This is an optimization exercise on Yosys and OpenROAD, whose aim is small area, a short achievable clock period and few clock cycles per item, not a production implementation.
Only simulation tests tie the RTL to the original design; equivalence was not proved.
Power and IR drop assume default switching activity.

==> flow/design.v <==
module nco_phase_step (
    input  wire        clk,
    input  wire        rst,         
    input  wire        in_valid,
    output wire        in_ready,
    input  wire [63:0] phase_in,
    input  wire [63:0] inc_in,
    output wire        out_valid,
    output reg  [63:0] phase_out,
    output reg  [31:0] p_out
);
    localparam [63:0] NAN64 = 64'h7FF8000000000000;
    localparam [31:0] NAN32 = 32'h7FC00000;
    localparam [53:0] YM1   = {1'b0, 1'b1, 52'h921FB54442D18};    
    localparam [53:0] YM2   = {1'b1, 52'h921FB54442D18, 1'b0};    
    reg         busy_q;
    assign in_ready = ~busy_q;
    wire accept = in_valid & ~busy_q;
    wire [10:0] i_ae = phase_in[62:52];
    wire [10:0] i_be = inc_in[62:52];
    wire in_slow = (i_ae >= 11'd1026) | (i_be >= 11'd1026) | (phase_in[63] ^ inc_in[63]);
    reg         r0_valid, r0_slow;
    reg  [63:0] r0_a, r0_b;
    always @(posedge clk) begin
        r0_valid <= ~rst & accept;
        r0_slow  <= in_slow;
        r0_a     <= phase_in;
        r0_b     <= inc_in;
    end
    wire [10:0] a_e = r0_a[62:52];
    wire [10:0] b_e = r0_b[62:52];
    wire [10:0] a_ee = (a_e == 11'd0) ? 11'd1 : a_e;
    wire [10:0] b_ee = (b_e == 11'd0) ? 11'd1 : b_e;
    wire [11:0] d_ab = {1'b0, a_ee} - {1'b0, b_ee};
    wire [10:0] d_ba = b_ee - a_ee;
    wire        swap  = d_ab[11];                  
    wire        equal = r0_b[62:0] == r0_a[62:0];
    wire [62:0] bgo   = swap ? r0_b[62:0] : r0_a[62:0];
    wire [62:0] sml   = swap ? r0_a[62:0] : r0_b[62:0];
    wire        eff_sub = r0_a[63] ^ r0_b[63];
    wire [10:0] dd    = swap ? d_ba : d_ab[10:0];
    wire [5:0]  d     = (dd > 11'd63) ? 6'd63 : dd[5:0];
    reg  [55:0] ca;
    reg         cst;
    integer     lv;
    always @(*) begin
        ca  = {sml[62:52] != 11'd0, sml[51:0], 3'b000};
        cst = 1'b0;
        for (lv = 3; lv < 6; lv = lv + 1) begin
            if (d[lv]) begin
                cst = cst | ((ca & ((56'd1 << (1 << lv)) - 56'd1)) != 56'd0);
                ca  = ca >> (1 << lv);
            end
        end
    end
    reg         r1_valid, r1_nan, r1_slow, r1_sub, r1_zero, r1_s, r1_st;
    reg  [62:0] r1_big;
    reg  [55:0] r1_small;
    reg  [2:0]  r1_d;
    always @(posedge clk) begin
        r1_valid <= ~rst & r0_valid;
        r1_nan   <= (a_e == 11'h7FF) | (b_e == 11'h7FF);
        r1_slow  <= r0_slow;
        r1_sub   <= eff_sub;
        r1_zero  <= eff_sub & equal;
        r1_s     <= swap ? r0_b[63] : r0_a[63];
        r1_big   <= bgo;
        r1_small <= ca;
        r1_st    <= cst;
        r1_d     <= d[2:0];
    end
    wire [10:0] b_bge  = r1_big[62:52];
    wire [55:0] big_x  = {b_bge != 11'd0, r1_big[51:0], 3'b000};
    reg  [55:0] al;
    reg         stk;
    always @(*) begin
        al  = r1_small;
        stk = r1_st;
        for (lv = 0; lv < 3; lv = lv + 1) begin
            if (r1_d[lv]) begin
                stk = stk | ((al & ((56'd1 << (1 << lv)) - 56'd1)) != 56'd0);
                al  = al >> (1 << lv);
            end
        end
    end
    wire [55:0] small_x = {al[55:1], al[0] | stk};
    wire [56:0] raw = r1_sub ? ({1'b0, big_x} - {1'b0, small_x})
                             : ({1'b0, big_x} + {1'b0, small_x});
    reg         r2_valid, r2_nan, r2_slow, r2_zero, r2_s, r2_sub, r2_ee1;
    reg  [56:0] r2_raw;
    reg  [10:0] r2_ee;
    always @(posedge clk) begin
        r2_valid <= ~rst & r1_valid;
        r2_nan   <= r1_nan;
        r2_slow  <= r1_slow;
        r2_zero  <= r1_zero;
        r2_s     <= r1_s & ~r1_zero;
        r2_sub   <= r1_sub;
        r2_raw   <= raw;
        r2_ee    <= (b_bge == 11'd0) ? 11'd1 : b_bge;
        r2_ee1   <= (b_bge[10:1] == 10'd0);
    end
    wire        neg = r2_sub & r2_raw[56];
    reg  [52:0] nm;
    reg         ng, nst;
    reg  [1:0]  nsel;                  
    always @(*) begin
        if (neg) begin
            nm = ~r2_raw[55:3]; ng = 1'b1; nst = 1'b1; nsel = 2'd1;
        end else if (r2_raw[56]) begin
            nm = r2_raw[56:4]; ng = r2_raw[3]; nst = r2_raw[2] | r2_raw[1] | r2_raw[0];
            nsel = 2'd2;
        end else if (r2_raw[55] || r2_ee1) begin
            nm = r2_raw[55:3]; ng = r2_raw[2]; nst = r2_raw[1] | r2_raw[0];
            nsel = 2'd1;
        end else begin
            nm = r2_raw[54:2]; ng = r2_raw[1]; nst = r2_raw[0];
            nsel = 2'd0;
        end
    end
    wire        up   = ng & (nst | nm[0] | neg);
    wire [53:0] rm   = {1'b0, nm} + {53'd0, up};
    wire [52:0] c_m  = {rm[53] | rm[52], rm[51:0]};     
    wire [1:0]  inc  = {1'b0, rm[53]} + nsel;
    wire [11:0] c_e  = {1'b0, r2_ee} - 12'd1 + {10'd0, inc};
    wire [11:0] ee_m1 = {1'b0, r2_ee} - 12'd1;
    function automatic ge_ee(input [10:0] ee, input [1:0] i, input [11:0] t);
        ge_ee = ({1'b0, ee} + {10'd0, i}) >= t + 12'd1;
    endfunction
    wire        c_ovf  = ge_ee(r2_ee, inc, 12'd2047);
    wire        c_ge25 = ge_ee(r2_ee, inc, 12'd1025);
    wire        c_ge26 = ge_ee(r2_ee, inc, 12'd1026);
    wire        c_ge27 = ge_ee(r2_ee, inc, 12'd1027);
    wire        c_gt1  = ge_ee(r2_ee, inc, 12'd2);
    wire        c_nan  = r2_nan | c_ovf;
    wire        c_nc   = r2_slow & ~c_nan & ~r2_zero & ~c_ge25 & c_gt1;
    wire        c_lp   = r2_slow & ~c_nan & ~r2_zero & c_ge27;
    reg         r3_valid, r3_nan, r3_slow, r3_s;
    reg         r3_fm;       
    reg         r3_d26;      
    reg         r3_lp;       
    reg         r3_nc;       
    reg  [10:0] r3_e;
    reg  [52:0] r3_m;
    wire nstep = r3_nc & ~r3_m[52];
    wire loop  = r3_valid & (r3_lp | nstep);
    wire [53:0] x   = (r3_d26 | nstep) ? {r3_m, 1'b0} : {1'b0, r3_m};
    wire [54:0] dx1 = {1'b0, x} - {1'b0, YM1};
    wire [54:0] dx2 = {1'b0, x} - {1'b0, YM2};
    wire [52:0] r   = (r3_fm & ~dx2[54]) ? dx2[52:0] :
                      (r3_fm & ~dx1[54]) ? dx1[52:0] : x[52:0];
    wire e_ge1028 = (r3_e >= 11'd1028);
    always @(posedge clk) begin
        if (loop) begin
            r3_m <= r;
            r3_e <= r3_e - 11'd1;
            r3_lp <= r3_lp & e_ge1028;
            r3_nc <= r3_nc & (r3_e > 11'd2);
        end else begin
            r3_nan  <= c_nan;
            r3_slow <= r2_slow;
            r3_s    <= r2_s ^ neg;
            r3_e    <= r2_zero ? 11'd1 : c_e[10:0];
            r3_m    <= c_m;
            r3_fm   <= ~r2_zero & c_ge25;
            r3_d26  <= ~r2_zero & c_ge26;
            r3_lp   <= c_lp;
            r3_nc   <= c_nc;
        end
    end
    wire [10:0] ksub = 11'd897 - r3_e;
    reg         r4_valid, r4_nan, r4_s, r4_fm, r4_sub;
    reg  [52:0] r4_r;
    reg  [10:0] r4_eb;
    reg  [4:0]  r4_ks;
    always @(posedge clk) begin
        r4_valid <= ~rst & r3_valid & ~loop;
        r4_nan   <= r3_nan;
        r4_s     <= r3_s;
        r4_fm    <= r3_fm;
        r4_sub   <= ~r3_fm & ~(r3_m[52] & (r3_e >= 11'd897));
        r4_r     <= r;
        r4_eb    <= r3_fm ? 11'd1025 : r3_e;
        r4_ks    <= (r3_e <= 11'd871) ? 5'd26 : ksub[4:0];
    end
    reg  [5:0]  lzr;
    integer     j;
    always @(*) begin
        lzr = 6'd53;
        for (j = 0; j < 53; j = j + 1)
            if (r4_r[j]) lzr = 6'd52 - j[5:0];
    end
    wire [5:0]  lz = r4_fm ? lzr : 6'd0;
    wire [52:0] mn = r4_r << lz;
    wire [10:0] en = r4_eb - {5'd0, lz};
    wire [63:0] ph = r4_nan ? NAN64 : {r4_s, mn[52] ? en : 11'd0, mn[51:0]};
    reg  [25:0] ts;
    integer     lv2;
    always @(*) begin
        ts = {r4_r[52:29], r4_r[28], r4_r[27:0] != 28'd0};
        for (lv2 = 0; lv2 < 5; lv2 = lv2 + 1) begin
            if (r4_ks[lv2])
                ts = {26'd0, ts} >> (1 << lv2) |
                     {25'd0, (ts & ((26'd1 << (1 << lv2)) - 26'd1)) != 26'd0};
        end
    end
    wire [25:0] tn  = {mn[52:29], mn[28], mn[27:0] != 28'd0};
    wire [25:0] t   = r4_sub ? ts : tn;
    wire [10:0] e32 = en - 11'd896;
    wire [7:0]  ef  = (~r4_sub & mn[52]) ? e32[7:0] : 8'd0;
    wire        nup = t[1] & (t[0] | t[2]);
    wire [30:0] pb  = {ef, t[24:2]} + {30'd0, nup};
    wire [31:0] pn  = r4_nan ? NAN32 : {r4_s, pb};
    reg r5_valid;
    assign out_valid = r5_valid;
    always @(posedge clk) begin
        r5_valid  <= ~rst & r4_valid;
        phase_out <= ph;
        p_out     <= pn;
    end
    always @(posedge clk) begin
        if (rst) begin
            r3_valid <= 1'b0;
            busy_q   <= 1'b0;
        end else begin
            if (!loop) r3_valid <= r2_valid;
            if (accept & in_slow)
                busy_q <= 1'b1;
            else if (r3_valid & r3_slow & ~loop)
                busy_q <= 1'b0;
        end
    end
endmodule
clock: 25.0 ns
lec_check: 0
cap_margin: 20
core_margin: 2
core_utilization: 40
slew_margin: 20
run.sh (not shown) runs the stock make flow with config.mk's settings and CLKGATE_MAP_FILE= SYNTH_SCRIPT=/design/flow/synth_recipe.tcl, a recipe that flattens the netlist after the stock synthesis.
Testbench counts at the start, summed over its fixed seeds: cycles 3,248, items 3,200.
Change:
- ABC_AREA: not set -> 1
What happened: The changed run went through all stages and came out clean. Count of clock-buffer cells in the layout went down by 14. Total power went down by about 2%. Synthesized cell count increases by about 17%. Die area came out lower by about 4%. Utilization stays flat.

* * *

Setup of the baseline:
Another version of the RTL of nco_phase_step (not shown whole).
For scale: roughly 5300 cells after synthesis, ~580 flip-flops.
clock: 25.0 ns
lec_check: 0
cap_margin: 20
core_margin: 2
core_utilization: 60
slew_margin: 20
Testbench counts of the baseline, summed over its fixed seeds: cycles 3,248, items 3,200.
> inputs changed (the baseline -> the candidate)
- CORE_UTILIZATION: 60 -> 40
==> summary.txt <==
The final layouts of the candidate and the baseline pass the timing, DRC and antenna checks. The worst slack at placement of the candidate was inferior to that of the baseline. Comparing the candidate and the baseline, the higher transition time of the tightest slew-check pin was measured on the candidate. Sort the candidate and the baseline by average wire length per cell after detail routing, descending, and the baseline comes first.

* * *

## main
Another version of the RTL of nco_phase_step (not shown whole).
Size in the first run: about 40000 um2 of cells after synthesis.
Settings: LEC_CHECK=0, CAP_MARGIN=20, CORE_MARGIN=2, CORE_UTILIZATION=70, SLEW_MARGIN=20; clock period 25.0 ns.
Testbench counts of main, summed over its fixed seeds: cycles 3,248, items 3,200.
Modified inputs, the feature branch compared to main
Settings: swapping 70 for 60 in CORE_UTILIZATION.
### Flow results
In the feature branch, the clock share of power came out 0.3 points above the value in main. On cell area, main beats the feature branch. Diff main -> the feature branch | routed wire length | down by a few percent.

* * *

== P ==
Another version of the RTL of nco_phase_step (not shown whole).
Size: about 5,000 cells after synthesis, about 570 flip-flops, ~0.040 sq mm of cells after synthesis.
Settings: LEC_CHECK=0, CAP_MARGIN=20, CORE_MARGIN=2, CORE_UTILIZATION=60, SLEW_MARGIN=20; clock period 25.0 ns.
standard.sh (not shown) runs the stock make flow with config.mk's settings and CLKGATE_MAP_FILE= SYNTH_SCRIPT=/design/flow/synth_recipe.tcl, a recipe that flattens the netlist after the stock synthesis.
==> flow/flow/run.sh <==
#!/bin/bash
# The standard layout with two changes: buf_1 cells as the port buffers
# in place of the cell the resizer picks by default, and the resizer's
# setup repair asked to keep 19 ns of slack, which it would otherwise not
# try for at this clock period. The make output goes to standard.log; each
# ORFS step keeps its own log under orfs/logs/.
set -euo pipefail
bash standard.sh "BUFFER_PORTS_ARGS=-buffer_cell sky130_fd_sc_hd__buf_1" \
    SETUP_SLACK_MARGIN=19 finish > standard.log 2>&1
P reached the final stage; the timing, DRC and antenna checks on its layout passed.
Testbench counts of P, summed over its fixed seeds: cycles 3,248, items 3,200.
## Diff of input files: Q against P
==> flow/flow/run.sh <==
#!/bin/bash
# The standard layout with two changes: buf_2 cells as the port buffers
# in place of the cell the resizer picks by default, and the resizer's
# setup repair asked to keep 19 ns of slack, which it would otherwise not
# try for at this clock period. The make output goes to standard.log; each
# ORFS step keeps its own log under orfs/logs/.
set -euo pipefail
bash standard.sh "BUFFER_PORTS_ARGS=-buffer_cell sky130_fd_sc_hd__buf_2" \
    SETUP_SLACK_MARGIN=19 finish > standard.log 2>&1
==> comparison <==
- Q: flow completed, timing, DRC and antenna clean
- Diff P -> Q: register clock-pin slew on the reported worst setup and hold paths has remained practically unchanged; wire length has decreased; fmax lost 0.52%; fraction of area in clock buffers and inverters decreased by 0.39 points relative to the old numbers.
- Re area of the die: no difference whatsoever between P and Q.
- Of the two values seen for timing endpoint of the critical path, p_out[4] was produced by P and out_valid by Q.
- Q: met2 routing resource usage after global routing 0.64 points below P
- Final worst-path setup slack for Q is lower than for P.

[static timing again, ports no longer ideal]
No port has a modelled driver above. Below, the same layouts with a new extraction and two added sets of constraints. Step 1 assumes that a clkbuf_16 drives the clock port and a buf_2 every other input. Step 2 adds t to the input delays and takes it off the output delays; t is the mean of the earliest and latest rising clock arrival at the registers after step 1. Input paths then give back, and output paths get back, about the clock's delay inside the block. Slacks: no drivers / after step 1 / after step 2; pairs: no drivers / after step 1.
run	t (ns)	setup WS [ns]	worst setup path after step 2
the first run of note 1	0.685	17.713 / 17.713 / 17.713	register to register
the second run of note 1	0.736	15.957 / 15.957 / 15.957	register to register
the baseline	0.715	18.165 / 18.165 / 18.165	register to register
the candidate	0.711	17.848 / 17.848 / 17.848	register to register
main	0.710	17.464 / 17.464 / 17.464	register to register
the feature branch	0.700	17.390 / 17.390 / 17.390	register to register
P	0.703	18.881 / 18.813 / 18.751	input to register
Q	0.709	18.849 / 18.779 / 18.821	input to register
After both steps every run listed still meets setup and hold. The setup slack of P, which loses most, moves by -0.068 ns with the drivers and by -0.130 ns with both steps.
